Context: an optimization exercise on an open-source flow, tuned for small area, a short achievable clock period and few clock cycles. The choices shown serve that exercise and are no tape-out recipe.
For this run, only the layout was checked, not whether the RTL still works.
No activity file was given, so power comes from the tool's default toggle rates.

==> flow/design.v <==
module bce_core (
    input  wire        clk,
    input  wire        rst,           
    input  wire        start,         
    output wire        ready,         
    output reg         done,          
    output reg  [1:0]  ev_kind,       
    output reg         mem_req,
    output reg         mem_we,
    output reg  [11:0] mem_addr,
    output reg  [15:0] mem_wdata,
    input  wire        mem_gnt,
    input  wire [15:0] mem_rdata,     
    input  wire        io_inpr_we,    
    input  wire [7:0]  io_inpr,
    input  wire        io_fgi_set,    
    input  wire        io_fgo_set,    
    output wire [15:0] ac,
    output wire [11:0] pc,
    output wire        e,
    output wire        carry,
    output wire        stop,
    output wire        ien,
    output wire        fgi,
    output wire        fgo,
    output wire [7:0]  outr
);
    localparam [1:0] EV_EXEC = 2'd0, EV_INT = 2'd1, EV_FAULT = 2'd2, EV_HALT = 2'd3;
    localparam [3:0] S_IDLE   = 4'd0,    
                     S_CHECK  = 4'd1,    
                     S_INT    = 4'd2,    
                     S_FETCH  = 4'd3,    
                     S_FWAIT  = 4'd4,    
                     S_DECODE = 4'd5,    
                     S_IND    = 4'd6,    
                     S_IWAIT  = 4'd7,    
                     S_EXEC   = 4'd8,    
                     S_EWAIT  = 4'd9,    
                     S_ISZW   = 4'd10;   
    localparam [2:0] OP_AND = 3'd0, OP_ADD = 3'd1, OP_LDA = 3'd2, OP_STA = 3'd3,
                     OP_BUN = 3'd4, OP_BSA = 3'd5, OP_ISZ = 3'd6;
    reg [3:0]  state;
    reg [15:0] ac_r, dr_r, ir_r;
    reg [11:0] pc_r, ar_r;
    reg [7:0]  inpr_r, outr_r;
    reg        e_r, carry_r, stop_r, ien_r, fgi_r, fgo_r, i_r;
    assign ready = (state == S_IDLE);
    assign ac    = ac_r;
    assign pc    = pc_r;
    assign e     = e_r;
    assign carry = carry_r;
    assign stop  = stop_r;
    assign ien   = ien_r;
    assign fgi   = fgi_r;
    assign fgo   = fgo_r;
    assign outr  = outr_r;
    wire [2:0]  op     = ir_r[14:12];
    wire        is_mri = (op != 3'd7);
    wire [16:0] sum    = {1'b0, ac_r} + {1'b0, mem_rdata};
    wire [16:0] inc    = {1'b0, ac_r} + 17'd1;
    always @(*) begin
        mem_req   = 1'b0;
        mem_we    = 1'b0;
        mem_addr  = ar_r;
        mem_wdata = 16'h0000;
        case (state)
            S_INT: begin
                mem_req   = 1'b1;
                mem_we    = 1'b1;
                mem_addr  = 12'h000;
                mem_wdata = {4'h0, pc_r};
            end
            S_FETCH, S_IND: mem_req = 1'b1;
            S_EXEC: if (is_mri) begin
                case (op)
                    OP_AND, OP_ADD, OP_LDA, OP_ISZ: mem_req = 1'b1;
                    OP_STA: begin
                        mem_req   = 1'b1;
                        mem_we    = 1'b1;
                        mem_wdata = ac_r;
                    end
                    OP_BSA: begin
                        mem_req   = 1'b1;
                        mem_we    = 1'b1;
                        mem_wdata = {4'h0, pc_r};
                    end
                    default: ;
                endcase
            end
            S_ISZW: begin
                mem_req   = 1'b1;
                mem_we    = 1'b1;
                mem_wdata = dr_r;
            end
            default: ;
        endcase
    end
    always @(posedge clk) begin
        if (rst) begin
            state   <= S_IDLE;
            done    <= 1'b0;
            ev_kind <= EV_EXEC;
            ac_r    <= 16'h0000;
            dr_r    <= 16'h0000;
            ir_r    <= 16'h0000;
            pc_r    <= 12'h000;
            ar_r    <= 12'h000;
            inpr_r  <= 8'h00;
            outr_r  <= 8'h00;
            e_r     <= 1'b0;
            carry_r <= 1'b0;
            stop_r  <= 1'b0;
            ien_r   <= 1'b0;
            fgi_r   <= 1'b0;
            fgo_r   <= 1'b0;
            i_r     <= 1'b0;
        end else begin
            done <= 1'b0;
            case (state)
                S_IDLE: begin
                    if (io_inpr_we) inpr_r <= io_inpr;
                    if (io_fgi_set) fgi_r  <= 1'b1;
                    if (io_fgo_set) fgo_r  <= 1'b1;
                    if (start) state <= S_CHECK;
                end
                S_CHECK: begin
                    if (stop_r) begin
                        ev_kind <= EV_HALT;
                        done    <= 1'b1;
                        state   <= S_IDLE;
                    end else if (ien_r && (fgi_r || fgo_r)) begin
                        state <= S_INT;
                    end else begin
                        ar_r  <= pc_r;
                        state <= S_FETCH;
                    end
                end
                S_INT: if (mem_gnt) begin
                    ar_r    <= 12'h000;
                    pc_r    <= 12'h001;
                    ien_r   <= 1'b0;
                    ev_kind <= EV_INT;
                    done    <= 1'b1;
                    state   <= S_IDLE;
                end
                S_FETCH: if (mem_gnt) state <= S_FWAIT;
                S_FWAIT: begin
                    ir_r  <= mem_rdata;
                    pc_r  <= pc_r + 12'd1;
                    state <= S_DECODE;
                end
                S_DECODE: begin
                    ar_r <= ir_r[11:0];
                    i_r  <= ir_r[15];
                    if (is_mri && ir_r[15]) state <= S_IND;
                    else                    state <= S_EXEC;
                end
                S_IND: if (mem_gnt) state <= S_IWAIT;
                S_IWAIT: begin
                    ar_r  <= mem_rdata[11:0];
                    state <= S_EXEC;
                end
                S_EXEC: begin
                    if (is_mri) begin
                        case (op)
                            OP_AND, OP_ADD, OP_LDA, OP_ISZ:
                                if (mem_gnt) state <= S_EWAIT;
                            OP_STA:
                                if (mem_gnt) begin
                                    ev_kind <= EV_EXEC;
                                    done    <= 1'b1;
                                    state   <= S_IDLE;
                                end
                            OP_BUN: begin
                                pc_r    <= ar_r;
                                ev_kind <= EV_EXEC;
                                done    <= 1'b1;
                                state   <= S_IDLE;
                            end
                            OP_BSA:
                                if (mem_gnt) begin
                                    ar_r    <= ar_r + 12'd1;
                                    pc_r    <= ar_r + 12'd1;
                                    ev_kind <= EV_EXEC;
                                    done    <= 1'b1;
                                    state   <= S_IDLE;
                                end
                            default: ;
                        endcase
                    end else begin
                        ev_kind <= EV_EXEC;
                        done    <= 1'b1;
                        state   <= S_IDLE;
                        if (!i_r) begin
                            case (ar_r)
                                12'h800: ac_r <= 16'h0000;                           
                                12'h400: e_r  <= 1'b0;                               
                                12'h200: ac_r <= ~ac_r;                              
                                12'h100: e_r  <= ~e_r;                               
                                12'h080: begin                                       
                                    ac_r <= {e_r, ac_r[15:1]};
                                    e_r  <= ac_r[0];
                                end
                                12'h040: begin                                       
                                    ac_r <= {ac_r[14:0], e_r};
                                    e_r  <= ac_r[15];
                                end
                                12'h020: begin                                       
                                    ac_r    <= inc[15:0];
                                    carry_r <= inc[16];
                                    e_r     <= inc[16];
                                end
                                12'h010: if (!ac_r[15])      pc_r <= pc_r + 12'd1;   
                                12'h008: if (ac_r[15])       pc_r <= pc_r + 12'd1;   
                                12'h004: if (ac_r == 16'h0)  pc_r <= pc_r + 12'd1;   
                                12'h002: if (!e_r)           pc_r <= pc_r + 12'd1;   
                                12'h001: stop_r <= 1'b1;                             
                                default: begin                                       
                                    stop_r  <= 1'b1;
                                    ev_kind <= EV_FAULT;
                                end
                            endcase
                        end else begin
                            case (ar_r)
                                12'h800: begin                                       
                                    ac_r  <= {ac_r[15:8], inpr_r};
                                    fgi_r <= 1'b0;
                                end
                                12'h400: begin                                       
                                    outr_r <= ac_r[7:0];
                                    fgo_r  <= 1'b0;
                                end
                                12'h200: if (fgi_r) pc_r <= pc_r + 12'd1;            
                                12'h100: if (fgo_r) pc_r <= pc_r + 12'd1;            
                                12'h080: ien_r <= 1'b1;                              
                                12'h040: ien_r <= 1'b0;                              
                                default: begin                                       
                                    stop_r  <= 1'b1;
                                    ev_kind <= EV_FAULT;
                                end
                            endcase
                        end
                    end
                end
                S_EWAIT: begin
                    dr_r    <= mem_rdata;
                    ev_kind <= EV_EXEC;
                    case (op)
                        OP_AND: begin
                            ac_r  <= ac_r & mem_rdata;
                            done  <= 1'b1;
                            state <= S_IDLE;
                        end
                        OP_ADD: begin
                            ac_r    <= sum[15:0];
                            carry_r <= sum[16];
                            e_r     <= sum[16];
                            done    <= 1'b1;
                            state   <= S_IDLE;
                        end
                        OP_LDA: begin
                            ac_r  <= mem_rdata;
                            done  <= 1'b1;
                            state <= S_IDLE;
                        end
                        default: begin                                               
                            dr_r  <= mem_rdata + 16'd1;
                            state <= S_ISZW;
                        end
                    endcase
                end
                S_ISZW: if (mem_gnt) begin
                    if (dr_r == 16'h0000) pc_r <= pc_r + 12'd1;
                    ev_kind <= EV_EXEC;
                    done    <= 1'b1;
                    state   <= S_IDLE;
                end
                default: state <= S_IDLE;
            endcase
        end
    end
endmodule
==> flow/run.sh <==
#!/bin/bash
# synth_recipe.tcl (not shown) runs the flow's synth.tcl, then flattens the netlist and writes it again
# the make line also repeats each setting of config.mk as NAME=value (left out here)
make -C /OpenROAD-flow-scripts/flow DESIGN_CONFIG=/design/flow/config.mk WORK_HOME=/design/flow/orfs CLKGATE_MAP_FILE= SYNTH_SCRIPT=/design/flow/synth_recipe.tcl finish
==> flow/config.mk <==
export PLATFORM = sky130hd
export DESIGN_NAME = bce_core
export DESIGN_NICKNAME = bce_core
export VERILOG_FILES = /design/flow/design.v
export SDC_FILE = /design/flow/constraint.sdc
export NUM_CORES = 4
export LEC_CHECK = 0
export CAP_MARGIN = 20
export CORE_MARGIN = 2
export CORE_UTILIZATION = 40
export SLEW_MARGIN = 20
==> flow/constraint.sdc <==
create_clock -name core_clock -period 5.0 [get_ports {clk}]
set_input_delay 1.0000 -clock core_clock [delete_from_list [all_inputs] [get_ports {clk}]]
set_output_delay 1.0000 -clock core_clock [all_outputs]
set_load 0.01 [all_outputs]
==> flow_summary.ini <==
[global_route]
antenna_found_initial = 1
grtUsageTotal_pct = 30.53
grt_pass1_wl_mm = 51.07
grt_remaining_overflow = 0
grt_max_degree = 58
grt_pass1_vias = 8383

[timing]
finalSetupViolations = 0
max_slew_margin_pct = 21.21
tns_ns = 0
max_freq_mhz = 234.6
clock_skew_ns = 0.01010
fin_crit_sh_pct = 85.25
hold_slack_ns = 0.4609
max_slew.worst_pin.slew_ns = 1.178
rsz0062_at_grt = false
min_period_ns = 4.263
slew_viol_final = 0
hold_viol = 0

[floorplan]
die_area_um2 = 21410
start_util_pct = 40.43
top_level_ports = 107
fp.dieW_um = 146.3
die_h_um = 146.3
core_area_um2 = 20040
std_cell_rows = 52

[drt]
drt-total-wl_mm = 33.22
drc = 0
vias = 9164
ant_nets = 0
firstDrtPassIters = 9
drtIter0Drc = 1213
wire_per_inst_um = 23.28
viasPerCell = 6.422

[clock_tree]
cts-htree-levels = 3
cts_made_buffers = 9
postCtsSetupRepairBufs = 0
cts_hold_buf = 0
clockRootBuffer = clkbuf_16
clock_latency_ns = 0.37
path_clk_slew_ns = 0.08
clock_path_buffers = 2
clkSinkCount = 102
cts_resized = 0
cts_tree = yes

[critical_path]
cp_slowest_cell = dfxtp_1
cp-end-kind = output pin
crit_chain = nor2_1, and3_1, buf_4, a222oi_1, inv_1, clkdlybuf4s50_1
start_kind = flip-flop
critical_path_buf_inv_count = 3
crit_fanout = 21
cpPeakStageDelay_ns = 0.88
crit_type = reg -> out
cp.required_ns = 4.00
cp.arrival_ns = 3.26
crit_family = flip-flops

[placed_design]
portBuffers = 106
post-dp-hpwl_mm = 23.89
place_congestion = 0.9622
postPlaceCellArea_um2 = 9304

[flow_run]
maxCapViolations = 0

[logic_synthesis]
synth-seq-area-share_pct = 25.20
synth_area_um2 = 8102
synth.distinct_cells = 89
ys.flop_type = dfxtp_1
synth_top_area_share_pct = 25.20
synthCells = 1104
yosys_warnings = 1
async_flop_share_pct = 0
syn-num-nets = 1160
ys_seq_elements = 102
synth_edf_count = 0
yosysTopAreaCell = dfxtp_1
avgSynthCellArea_um2 = 7.338
ys_top_cells_by_area = dfxtp_1 (25%), nand2_1 (5.7%), nor2_1 (5.3%), a21oi_1 (5.2%), ha_1 (3.7%)

[final_layout]
diodes = 0
area_delta_synth_final_pct = 18.32
nFillCells = 2116
drive_gt1_share_pct = 5.791
final_core_util_pct = 47.83
finalInstanceArea_um2 = 9585
layout.nets = 1208

[power_and_ir_drop]
ir_drop_uv = 174.3
switching_power_w = 0.0009768
power.internal_w = 0.001506
p_per_area_nw_per_um2 = 259.0
p_sw_share_pct = 39.34
clockPowerShare_pct = 28.7
pwr-share-comb_pct = 33.1
pwr-share-seq_pct = 38.3
p_leak_nw = 3.127

[worst_hold_path]
hp-class = reg -> reg

[run_status]
status = no timing/DRC/antenna violations
[flip-flops by register name (all words and copies together), names as in the netlist]
| name | cells |
|---|---|
| ac_r | 16 |
| inpr_r | 8 |
| ien_r | 1 |
| done | 1 |
| e_r | 1 |
| outr_r | 8 |
| i_r | 1 |
| state | 4 |
| ar_r | 12 |
| pc_r | 12 |
| ir_r | 16 |
| ev_kind | 2 |
| carry_r | 1 |
| stop_r | 1 |
| dr_r | 16 |
| fgi_r | 1 |
| fgo_r | 1 |
[final cells by class]
class	count	area [um2]	area share (%)
sequential	102	2042	21.30
clock inverter	7	56.30	0.5874
inverter	35	131.4	1.371
tap	270	337.8	3.524
timing repair buffer	126	1206	12.58
multi-input combinational	878	5587	58.28
clock buffer	9	225.2	2.350
[per-layer routing]
metal  wire length, um  track usage (%)  vias up
met1             13990            40.97     4306
met4              1287            12.28        0
met3              2966            6.469       89
met2             14980            47.95      542
li1                  -                -     4227
met5                 0                0        -
[cell usage after synthesis (4+ instances only)]
library cell	count
nor4_1	12
a21oi_1	84
a221oi_1	15
o21ai_1	17
o21ai_0	38
dfxtp_1	102
nand2_1	123
nor2_1	115
xor2_1	26
nor3b_1	4
a21o_1	8
ha_1	24
o32ai_1	7
inv_1	33
a211oi_1	39
buf_1	5
nand2b_1	12
nand3_1	44
clkbuf_1	76
o221ai_1	4
o21a_1	11
buf_2	4
o22ai_1	9
o211ai_1	11
nor3_1	25
o32a_1	4
nor2b_1	23
or3_1	10
a22o_1	8
and3_1	5
a22oi_1	31
nand4_1	15
o31ai_1	6
a222oi_1	16
and2_1	4
or2_2	6
mux2i_1	21
a31oi_1	10
a311oi_1	7
xnor2_1	15
[power by group through the flow]
| stage | Sequential [W] | Combinational, W | Clock, W |
|---|---|---|---|
| floorplan | 0.000909 | 0.000563 | 0 |
| global placement | 0.000964 | 0.000803 | 0 |
| detailed placement | 0.000966 | 0.000804 | 0 |
| CTS | 0.000946 | 0.000809 | 0.000716 |
| global route | 0.000957 | 0.000885 | 0.000754 |
| finish | 0.000950 | 0.000821 | 0.000712 |
[path summary, 6_finish.rpt]
| path | startpoint | endpoint | slack [ns] | cells after the start |
|---|---|---|---|---|
| max reg2reg | ar_r[0]$_SDFFE_PP0P_ | ac_r[15]$_SDFFE_PP0P_ | 1.45 | 8 |
| min | ir_r[2]$_SDFFE_PP0P_ | ir_r[2]$_SDFFE_PP0P_ | 0.46 | 2 |
| max | state[0]$_SDFFE_PP0P_ | mem_wdata[7] | 0.74 | 6 |
| min reg2reg | ir_r[2]$_SDFFE_PP0P_ | ir_r[2]$_SDFFE_PP0P_ | 0.46 | 2 |
[metrics by stage]
| step | total power (W) | worst slack (ns) | std cells |
|---|---|---|---|
| after floorplan | 0.001471 | 2.002 | 1104 |
| after global placement | 0.001768 | 1.188 | 1411 |
| after detailed placement | 0.001770 | 1.119 | 1411 |
| after CTS | 0.002471 | 0.7971 | 1427 |
| after global routing | 0.002596 | 0.5213 | 1427 |
| final | 0.002483 | 0.7374 | 1427 |
[layout by cell type (no fill, tap or decap), types with 24 or more instances in the layout]
master	n
a22oi_1	31
o21ai_0	37
clkdlybuf4s50_1	105
nand3_1	44
a211oi_1	39
ha_1	24
dfxtp_1	102
xor2_1	26
nand2_1	123
inv_1	33
nor2_1	115
a21oi_1	84
[worst reg2reg max path, stage by stage, from the launching register on]
cell and delay [ns]:
dfxtp_1 0.37, inv_1 0.16, ha_1 0.28, or4b_4 0.54, nor4_4 0.43, a211oi_2 0.24, a221oi_4 0.80, o221ai_1 0.28
o31a_1 0.34
[cell families after synthesis]
kind of cell | Yosys count | synth area share, %
flip-flops | 102 | 25.20
XOR/XNOR | 41 | 4.433
adder cells (fa/ha/maj) | 25 | 3.954
multiplexers | 22 | 2.734
AND/OR/NAND/NOR | 425 | 25.95
buffers and inverters | 124 | 6.085
AO/OA/AOI/OAI | 365 | 31.65

[afterwards: timing with drivers on the ports]
Ports are ideal in the flow. The routed layout listed here was re-timed in OpenROAD.
Step 1, drivers: a clkbuf_16 drives clk and a buf_2 each remaining input, both assumed.
Step 2 also shifts input and output timing later by t, the mid clock arrival at the registers, as if the neighbouring blocks saw the same clock.
Slacks: ideal ports / drivers / drivers and shift; pairs: ideal ports / drivers.
t, ns: 0.413
setup WS [ns]: 0.737 / 0.690 / 1.072
worst setup path at the end: input to register
After both steps setup and hold are still met in this run. For this run, drivers alone change the setup slack by -0.047 ns; drivers and shift together by +0.335 ns.
